This design comes from an exercise in tuning for small area on the open sky130 flow, not from production work.
In this exercise RTL edits were held to simulation tests only and were not proved equivalent to the original.
Power is estimated from default activity; no workload was simulated.

File: flow/run.sh
#!/bin/bash
# synth_recipe.tcl (not shown) runs the flow's synth.tcl, then flattens the netlist and writes it again
# the make line also repeats each setting of config.mk as NAME=value (left out here)
make -C /OpenROAD-flow-scripts/flow DESIGN_CONFIG=/design/flow/config.mk WORK_HOME=/design/flow/orfs CLKGATE_MAP_FILE= SYNTH_SCRIPT=/design/flow/synth_recipe.tcl finish
File: flow/config.mk
export PLATFORM = sky130hd
export DESIGN_NAME = ppsb_engine
export DESIGN_NICKNAME = ppsb_engine
export VERILOG_FILES = /design/flow/design.v
export SDC_FILE = /design/flow/constraint.sdc
export NUM_CORES = 4
export LEC_CHECK = 0
export CAP_MARGIN = 20
export CORE_MARGIN = 2
export CORE_UTILIZATION = 40
export SLEW_MARGIN = 20
File: flow/constraint.sdc
create_clock -name core_clock -period 6.0 [get_ports {clk}]
set_input_delay 1.2000 -clock core_clock [delete_from_list [all_inputs] [get_ports {clk}]]
set_output_delay 1.2000 -clock core_clock [all_outputs]
set_load 0.01 [all_outputs]
File: flow/design.v
module ppsb_engine (
    input  wire        clk,
    input  wire        rst,           
    input  wire        start,         
    input  wire [7:0]  op,            
    input  wire [31:0] opa,
    input  wire [31:0] opb,
    input  wire [31:0] clk_pwm,       
    input  wire [1:0]  pwm_corr,      
    input  wire        pwm_odd,       
    output reg         busy,
    output reg         done,          
    output reg  [1:0]  err_code,      
    output wire [31:0] res0,
    output wire [31:0] res1,
    output reg  [1:0]  psc,           
    output reg  [4:0]  scalar,        
    output wire [10:0] bound,         
    output wire [10:0] duty,
    output wire [31:0] ratio,
    output wire [31:0] resid,
    output reg         fallback
);
    localparam [3:0] S_IDLE   = 4'd0,
                     S_P0     = 4'd1,    
                     S_P1     = 4'd2,    
                     S_DV     = 4'd3,    
                     S_CORR   = 4'd4,    
                     S_BOOST  = 4'd5,    
                     S_TRIAL  = 4'd6,    
                     S_COMMIT = 4'd7,    
                     S_FB     = 4'd8,    
                     S_HOR    = 4'd9,    
                     S_ADD50  = 4'd10,   
                     S_DV2    = 4'd11,   
                     S_CLAMP  = 4'd12;   
    reg [3:0]  st;
    reg [31:0] A, B, T, D, R;
    reg [4:0]  ph;
    reg [5:0]  cnt;
    reg        dirty;
    reg        k_div, k_mul, k_pwm, k_pwmd, k_ill;
    reg [1:0]  k_w;
    reg [1:0]  k_corr;
    reg        k_odd;
    reg        nb, qins, S, cy, rd, qd;
    reg        fa, fb;
    reg [4:0]  rem;
    reg        qbig, qnz;
    reg [10:0] bq;        
    reg [10:0] dty;
    reg [4:0]  best;
    assign res0  = A;
    assign res1  = B;
    assign ratio = T;
    assign bound = bq - 11'd1;
    assign duty  = dty;
    assign resid = {{27{fallback}}, best | {5{fallback}}};
    wire op_div  = (op == 8'h01) | (op == 8'h02) | (op == 8'h03) | (op == 8'h04);
    wire op_mul  = (op == 8'h08) | (op == 8'h09);
    wire op_pwm  = (op == 8'h10) | (op == 8'h11);
    wire op_pwmd = (op == 8'h11);
    wire op_nop  = (op == 8'h00);
    wire [1:0] op_w = op_div ? (op[1:0] - 2'd1) : op_mul ? {1'b0, op[0]} : 2'd3;
    wire [6:0] p_in = (opb[7:0] > 8'd100) ? 7'd100 : opb[6:0];
    wire pa = (st == S_P0) | (st == S_P1) | (st == S_DV) | (st == S_CORR) |
              (st == S_BOOST) | (st == S_HOR) | (st == S_ADD50) | (st == S_DV2);
    wire ph0  = (ph == 5'd0);
    wire ph31 = (ph == 5'd31);
    wire msk  = (ph[4:3] <= k_w);
    wire in_dv  = (st == S_DV);
    wire in_dv2 = (st == S_DV2);
    wire in_hor = (st == S_HOR);
    wire in_a50 = (st == S_ADD50);
    wire fin    = in_dv & (cnt == 6'd32);
    wire first  = (cnt == 6'd0);
    wire qr_out = (in_dv & ~k_pwm) ? R[0] : (in_dv2 | in_hor | in_a50) ? D[0] : T[0];
    wire rr_out = in_dv ? (k_div ? B[0] : k_mul ? A[0] : D[0]) :
                  in_dv2 ? R[0] : D[0];
    wire dd     = in_dv ? (k_pwm ? R[0] : D[0]) :
                  ((ph == 5'd2) | (ph == 5'd5) | (ph == 5'd6));      
    wire qr_in  = ph0 ? qins : qd;
    wire [3:0] bsel = ph[3:0] ^ {4{st == S_CLAMP}};
    wire [15:0] bvec = {5'd0, bound};
    wire bbit = ((st == S_CLAMP) | (ph < 5'd11)) & bvec[bsel];
    wire ci_cur = ph0 ? 1'b1 : fa;
    wire incb = bbit ^ ci_cur;
    wire divm = (in_dv & ~k_mul) | in_dv2;
    wire sub  = ~S;
    wire aP   = (fin | in_a50) ? rr_out :
                ph0 ? (divm & nb) : (first ? 1'b0 : rd);
    wire aY   = fin ? (S & dd) :
                (in_dv & k_mul) ? (nb & dd) :
                divm ? (dd ^ sub) :
                in_hor ? (dty[10] & incb) :
                ((ph == 5'd1) | (ph == 5'd4) | (ph == 5'd5));         
    wire aC   = ph0 ? (divm & ~fin & sub) : cy;
    wire sum  = aP ^ aY ^ aC;
    wire cout = (aP & aY) | (aP & aC) | (aY & aC);
    wire Snew = ((first ? 1'b0 : rr_out)) ^ sub ^ cout;
    wire t1 = ph31 ? 1'b0 : T[1];
    wire t2 = (ph[4:1] == 4'hF) ? 1'b0 : T[2];
    wire hinc = ph0 ? 1'b1 : cy;
    reg  tx;
    always @(*) begin
        if (st == S_BOOST) tx = t2;
        else case (k_corr)
            2'd0:    tx = T[0];
            2'd1:    tx = ph0 ? 1'b0 : qd;
            2'd2:    tx = t1;
            default: tx = t1 ^ hinc;
        endcase
    end
    wire kbit   = (ph >= 5'd5) & (ph <= 5'd15);                     
    wire gt_cur = ph0 ? 1'b0 : fa;
    wire gt_nxt = (tx ^ kbit) ? tx : gt_cur;
    wire big_nxt = (ph0 ? 1'b0 : fb) | (tx & ph[4]);
    wire [3:0] j    = ph[3:0];
    wire       sbit = T[{1'b0, ~j}];
    wire [4:0] remc = (j == 4'd0) ? 5'd0 : rem;
    wire [5:0] r2   = {remc, sbit};
    wire       ge   = (r2 > {1'b0, cnt[4:0]});
    wire [5:0] r2s  = r2 - {1'b0, cnt[4:0]} - 6'd1;
    wire [4:0] rn   = ge ? r2s[4:0] : r2[4:0];
    wire qbig_c = ((j == 4'd0) ? 1'b0 : qbig) | (ge & (j < 4'd5));
    wire qnz_c  = ((j == 4'd0) ? 1'b0 : qnz) | ge;
    wire accept = ~fb & ~qbig_c & qnz_c & (~k_odd | ge) & (fallback | (rn < best));
    wire cl_on  = (ph[3:0] >= 4'd5);
    wire cl_d   = dty[10];
    wire cl_gt  = fa ? fb : (cl_d & ~bbit);
    always @(posedge clk) begin
        if (rst) begin
            st       <= S_IDLE;
            busy     <= 1'b0;
            done     <= 1'b0;
            err_code <= 2'd0;
            dirty    <= 1'b1;
            ph       <= 5'd0;
            psc      <= 2'd0;
            scalar   <= 5'd0;
            best     <= 5'd0;
            fallback <= 1'b0;
            bq       <= 11'd1;
            dty      <= 11'd0;
        end else begin
            done <= 1'b0;
            R <= {R[0], R[31:1]};
            D <= {D[0], D[31:1]};
            rd <= rr_out;
            qd <= qr_out;
            if (pa) begin
                ph <= ph + 5'd1;
                A  <= {A[0], A[31:1]};
                B  <= {B[0], B[31:1]};
                T  <= {T[0], T[31:1]};
                cy <= cout;
            end
            case (st)
            S_IDLE: begin
                if (start) begin
                    busy   <= 1'b1;
                    st     <= S_P0;
                    ph     <= 5'd0;
                    R      <= opa;
                    D      <= opb;
                    if (op_pwm) T <= clk_pwm;
                    if (op_pwmd) dty <= {4'd0, p_in};
                    if (op_pwm) psc <= 2'd0;
                    k_div  <= op_div;
                    k_mul  <= op_mul;
                    k_pwm  <= op_pwm;
                    k_pwmd <= op_pwmd;
                    k_ill  <= ~(op_div | op_mul | op_pwm | op_nop);
                    k_w    <= op_w;
                    k_corr <= pwm_corr;
                    k_odd  <= pwm_odd;
                    S      <= 1'b0;
                    fa     <= 1'b0;
                    fb     <= 1'b0;
                end
            end
            S_P0: begin
                A <= {dirty ? 1'b0 : A[0], A[31:1]};
                B <= {dirty ? 1'b0 : B[0], B[31:1]};
                if (dirty & ~k_pwm) T <= {1'b0, T[31:1]};
                R <= {R[0] & msk, R[31:1]};
                D <= {D[0] & msk, D[31:1]};
                fa <= fa | (k_pwm ? R[0] : (D[0] & msk));
                fb <= fb | (T[0] & (ph >= 5'd4));
                if (ph31) begin
                    dirty <= 1'b0;
                    nb  <= k_pwm ? T[0] : (R[0] & msk);
                    cnt <= 6'd0;
                    if (k_pwm)
                        st <= S_P1;
                    else if (k_div | k_mul) begin
                        if (k_div & ~(fa | (D[0] & msk))) begin
                            st <= S_IDLE; busy <= 1'b0; done <= 1'b1; err_code <= 2'd2;
                        end else
                            st <= S_DV;
                    end else begin
                        st <= S_IDLE; busy <= 1'b0; done <= 1'b1;
                        err_code <= k_ill ? 2'd1 : 2'd0;
                    end
                end
            end
            S_P1: begin
                if (~fa)
                    R <= {(ph0 & ~fb) | (T[4] & (ph < 5'd28)), R[31:1]};
                if (ph31) st <= S_DV;
            end
            S_DV: begin
                if (k_div)      B <= {sum, B[31:1]};
                else if (k_mul) begin A <= {sum, A[31:1]}; B <= {1'b0, B[31:1]}; end
                else            D <= {sum, D[31:1]};
                if (k_pwm)      T <= {qr_in, T[31:1]};
                else            R <= {qr_in, R[31:1]};
                if (k_div & fin) A <= {qr_in, A[31:1]};
                if (ph31) begin
                    nb <= qd;
                    if (~k_mul & ~fin) begin
                        S    <= Snew;
                        qins <= ~Snew;
                    end
                    cnt <= cnt + 6'd1;
                    if (fin) begin
                        if (k_pwm) begin
                            st <= S_CORR;
                            fa <= 1'b0;
                            fb <= 1'b0;
                        end else begin
                            st <= S_IDLE; busy <= 1'b0; done <= 1'b1; err_code <= 2'd0;
                        end
                    end
                end
            end
            S_CORR, S_BOOST: begin
                T  <= {tx, T[31:1]};
                fa <= gt_nxt;
                fb <= big_nxt;
                if (st == S_CORR) cy <= (k_corr == 2'd3) ? (t1 & hinc) : 1'b0;
                if (ph31) begin
                    if (st == S_BOOST) psc <= psc + 2'd1;
                    if (gt_nxt & ((st == S_CORR) | (psc != 2'd2)))
                        st <= S_BOOST;
                    else begin
                        st <= S_TRIAL;
                        cnt <= 6'd0;
                        fallback <= 1'b1;
                    end
                end
            end
            S_TRIAL, S_COMMIT: begin
                ph   <= ph + 5'd1;
                rem  <= rn;
                qbig <= qbig_c;
                qnz  <= qnz_c;
                if (st == S_COMMIT) bq <= {bq[9:0], ge};
                if (j == 4'd15) begin
                    ph <= 5'd0;
                    if (st == S_TRIAL & accept) begin
                        best     <= rn;
                        scalar   <= cnt[4:0];
                        fallback <= 1'b0;
                        st       <= S_COMMIT;
                    end else if (cnt[4:0] == 5'd31) begin
                        if (fallback) begin
                            st     <= S_FB;
                            scalar <= 5'd31;
                        end else if (k_pwmd) begin
                            st  <= S_HOR;
                            cnt <= 6'd0;
                        end else begin
                            st <= S_IDLE; busy <= 1'b0; done <= 1'b1; err_code <= 2'd0;
                        end
                    end else begin
                        st  <= S_TRIAL;
                        cnt <= cnt + 6'd1;
                    end
                end
            end
            S_FB: begin
                ph <= ph + 5'd1;
                bq <= {bq[9:0], 1'b1};
                if (j == 4'd15) begin
                    ph <= 5'd0;
                    if (k_pwmd) begin
                        st  <= S_HOR;
                        cnt <= 6'd0;
                    end else begin
                        st <= S_IDLE; busy <= 1'b0; done <= 1'b1; err_code <= 2'd0;
                    end
                end
            end
            S_HOR: begin
                D  <= {sum, D[31:1]};
                fa <= bbit & ci_cur;
                if (ph31) begin
                    dty <= {dty[9:0], 1'b0};
                    cnt <= cnt + 6'd1;
                    if (cnt == 6'd10) st <= S_ADD50;
                end
            end
            S_ADD50: begin
                D <= {sum, D[31:1]};
                if (ph31) begin
                    nb  <= sum;
                    S   <= 1'b0;
                    cnt <= 6'd0;
                    st  <= S_DV2;
                end
            end
            S_DV2: begin
                R <= {sum, R[31:1]};
                D <= {qr_in, D[31:1]};
                if (ph31) begin
                    nb   <= qd;
                    S    <= Snew;
                    qins <= ~Snew;
                    dty  <= {dty[9:0], ~Snew};
                    cnt  <= cnt + 6'd1;
                    if (cnt == 6'd31) begin
                        st <= S_CLAMP;
                        fa <= 1'b0;
                        fb <= 1'b0;
                    end
                end
            end
            S_CLAMP: begin
                ph <= ph + 5'd1;
                if (cl_on) begin
                    dty <= {dty[9:0], cl_gt ? bbit : cl_d};
                    if (~fa & (cl_d ^ bbit)) begin
                        fa <= 1'b1;
                        fb <= cl_d;
                    end
                end
                if (j == 4'd15) begin
                    ph <= 5'd0;
                    st <= S_IDLE; busy <= 1'b0; done <= 1'b1; err_code <= 2'd0;
                end
            end
            default: st <= S_IDLE;
            endcase
        end
    end
endmodule
==> run summary <==
Status - finished clean
Initial Util - 40.7%
Pins Over Slew Limit - 0
Hpwl dp - 26.7 mm
Worst setup margin - 0.562 ns
Initial antenna violation count - 0
Simple-gate portion of the synthesized area - 22.3%
Post-synthesis cell type count - 83
Cell mode on critical path - ha_1
Startpoint types - flip-flop
Routed WL per cell - 18.1 um
Final Critical Period - 5.44 ns
EDFF count, synth - 191
Total congestion overflow - 0
Setup repair bufs after CTS - 0
Area growth syn-to-layout - 29.2%
Clk root buf - clkbuf_16
WL final - 38.7 mm
#FFs+latches synth - 240
Actual slew at the worst max-slew pin - 1.14 ns
Top Layer Used - met4
Synth Flop Type - edfxtp_1
Top delay family on crit path - compound AO/OA/AOI/OAI gates
Largest family of logic cells by synthesized area - simple AND/OR/NAND/NOR gates
Horiz. Die Dim - 186 um
Crit path cell chain - mux4_2, o22ai_1, a21oi_1, ha_1, fa_1, nand2b_1, a32o_1, a32oi_1, xnor2_1, o21ai_0, ha_1, nand4_1, or2_2, a31oi_1, a21boi_2, nor3_4, nor3_1, buf_4
Clock buffer count from CTS - 29
Multiplexer share of the synthesized area - 2.64%
Total number of vias - 11400
Clock Sinks - 240
Clk buf depth - 3
Final Hold Fails - 0
Post-Synth Adder-Cell Area - 3.48%
Hold path depth - 2
M1 WL - 17.2 mm
Worst path bufs/invs - 1
Unrepaired setup endpoints after global routing - false
Peak Freq - 184 MHz
WL met3 - 3.65 mm
Initial DRC count - 887
R2R cell count - 18
HP Class - flip-flop to flip-flop
Sw Share - 36.8%
I/O Buffers - 271
Post-synth ARST share - 0%
Pre-CTS WS - 0.596 ns
Max incr delay on CP - 0.81 ns
Hold_buf cts - 0
Compound-Gate Fraction of Synth Area - 13.7%
CP max FO - 21
Clock power frac - 22.7%
First-pass iteration count of the detailed router - 6
Syn Nets - 1598
Global-route wire length before repair - 59.5 mm
Leak - 6.79 nW
Final number of setup-violating endpoints - 0
Vias/cell - 5.36
Max-Cap Viols - 0
Die Span Y - 186 um
Cell count after synthesis - 1454
Worst path depth - 18
Mapped Avg Cell Area - 9.10 um2
FILL cells - 3041
Worst Skew - 0.0270 ns
Cell Area, Synth - 13200 um2
Power Density - 454 nW/um2
Internal - 0.00490 W
Slew HR - 24.2%
Met2 wire len - 17.3 mm
Fin crit share - 90.6%
CTS tree - done
Share of cells above drive strength 1 - 6.10%
Worst-path clk slew - 0.06 ns
Die footprint - 34600 um2
Psw - 0.00286 W
Sequential area share after synthesis - 50.8%
Synth warnings - 1
Core box area - 32500 um2
Global Route Usage Sum - 21.6%
Setup TNS - 0 ns
Synth Area in XOR/XNOR - 0.993%
Setup crit end kind - flip-flop
Kind of critical path - flip-flop to flip-flop
Arr. time, crit path - 5.69 ns
Peak supply drop - 346 uV
Logic pwr share - 39.8%
Most frequent cells in the layout - nand2_1 (447), clkdlybuf4s50_1 (270), edfxtp_1 (191)
Post-CTS Resized - 0
Sequential power share - 37.5%
Largest net degree at the start of global routing - 70
DRC violations left - 0
Rows - 66
Fin nets - 1810
Placer congestion estimate - 0.909
IO Pins - 272
Worst path slowest cell - dfxtp_1
Remaining antenna violation count after routing - 0
Clock latency (worst-skew pair) - 0.56 ns
Vias in the first global route - 10800
Most common cell after layout, fill and taps aside - nand2_1
Htree depth - 1
Worst endpoint required time - 6.26 ns
N_diodes - 0
## state kept, by name, summed over array words and instances, names as in the netlist, 4 cells and up
signal and flops:
scalar 5, R 32, bq 11, B 32
st 4, rem 5, cnt 6, D 32
ph 5, best 5, A 32, dty 11
T 32
## metal layers
layer | up-vias | GRT usage (%)
met5 | - | 0
met4 | 0 | 3.81
met3 | 42 | 6.30
met2 | 389 | 34.2
met1 | 5460 | 29.8
li1 | 5526 | -
## worst paths after layout
kind | startpoint | endpoint | slack (ns)
worst max-delay path | ph[0] | cnt[5] | 0.56
worst min-delay path | dty[5] | dty[5] | 0.48
worst max register to register | ph[0] | cnt[5] | 0.56
worst min register to register | dty[5] | dty[5] | 0.48
## kinds of logic (layout without fill, tap and decap cells)
| logic type | count (synthesis) | count (layout) |
|---|---|---|
| and+or+nand+nor | 684 | 684 |
| DFF | 240 | 240 |
| AOI/OAI and AO/OA | 264 | 264 |
| adders and majority gates | 36 | 36 |
| muxes | 32 | 32 |
| buffers and inverters | 183 | 418 |
| xor gates and xnor gates | 15 | 15 |
## worst register-to-register path, stage by stage, from the launching register on
cell and delay (ns):
dfxtp_1 0.81, mux4_2 0.60, o22ai_1 0.16, a21oi_1 0.15
ha_1 0.33, fa_1 0.48, nand2b_1 0.18, a32o_1 0.27
a32oi_1 0.19, xnor2_1 0.14, o21ai_0 0.16, ha_1 0.34
nand4_1 0.10, or2_2 0.28, a31oi_1 0.13, a21boi_2 0.31
nor3_4 0.13, nor3_1 0.21, buf_4 0.19
## final cells by class
cell class / instances / area, um2 / area share [%]
sequential: 240 / 6720 / 39.3
multi-input combinational: 1031 / 5730 / 33.5
timing repair buffer: 293 / 2870 / 16.8
clock buffer: 37 / 777 / 4.55
tap: 442 / 553 / 3.24
inverter: 71 / 272 / 1.59
clock inverter: 17 / 176 / 1.03
## power by group through the flow
stage	logic (W)	clock network (W)	registers [W]
2_1_floorplan	0.00178	0	0.00294
3_3_place_gp	0.00304	0	0.00292
3_5_place_dp	0.00309	0	0.00293
4_1_cts	0.00310	0.00180	0.00291
5_1_grt	0.00343	0.00187	0.00298
6_report	0.00309	0.00176	0.00291
## cell usage after synthesis (4+ instances only)
cell type / n / area share [%]
a211oi_1: 7 / 0.40
a21o_1: 7 / 0.40
a21oi_1: 70 / 2.6
a221oi_1: 11 / 0.73
a222oi_1: 30 / 2.3
a31oi_1: 11 / 0.52
a32oi_1: 5 / 0.33
and2_1: 8 / 0.38
and3_1: 6 / 0.28
buf_1: 6 / 0.17
buf_4: 28 / 1.6
clkbuf_1: 75 / 2.1
dfxtp_1: 49 / 7.4
edfxtp_1: 191 / 43
ha_1: 32 / 3.0
inv_1: 69 / 2.0
mux2i_1: 27 / 2.0
nand2_1: 447 / 13
nand2b_1: 18 / 0.85
nand3_1: 21 / 0.79
nor2_1: 98 / 2.8
nor2b_1: 7 / 0.33
nor3_1: 26 / 0.98
nor3b_1: 5 / 0.28
nor4_1: 10 / 0.47
o211ai_1: 9 / 0.51
o21ai_0: 55 / 2.1
o221ai_1: 4 / 0.26
o22ai_1: 4 / 0.19
o311ai_0: 4 / 0.26
o31ai_1: 8 / 0.45
or2_2: 11 / 0.52
or3_1: 4 / 0.19
xnor2_1: 7 / 0.46
xor2_1: 8 / 0.53
## per-stage QoR
step / utilization [%] / total power [W] / hold slack [ns] / instance area, um2 / std cells
2_1_floorplan: - / 0.00472 / 0.457 / 13200 / 1454
3_3_place_gp: 49.6 / 0.00597 / 0.454 / 16100 / 2077
3_5_place_dp: 49.6 / 0.00602 / 0.464 / 16100 / 2077
4_1_cts: 52.5 / 0.00781 / 0.472 / 17100 / 2131
5_1_grt: 52.5 / 0.00828 / 0.494 / 17100 / 2131
6_report: 52.5 / 0.00776 / 0.475 / 17100 / 2131

==> what the ideal ports hide <==
In the flow no input, the clock included, has a driving cell. The finished layout below was timed again as built, in two steps.
Step 1 (the two cells are an assumption about what drives the block):
set clk [get_ports {clk}]
set_driving_cell -lib_cell sky130_fd_sc_hd__clkbuf_16 $clk
set_driving_cell -lib_cell sky130_fd_sc_hd__buf_2 [delete_from_list [all_inputs] $clk]
Step 2 moves the port delays by t, midway between the first and last clock arrival at a register: inputs arrive t later, outputs are due t later. That takes back most of the time a late clock gives input paths.
a / b / c = ideal / step 1 / step 2; a / b = the first two.
shift t [ns]: 0.597
setup slack, ns: 0.562 / 0.562 / 0.562
hold slack, ns: 0.475 / 0.475 / 0.475
latest minus earliest clock arrival (ns): 0.027 / 0.027
slew at the worst register clock pin (ns): 0.07 / 0.07
After both steps this run still meets setup and hold. The setup slack of this run moves by 0.000 ns with the drivers and by 0.000 ns with both steps.
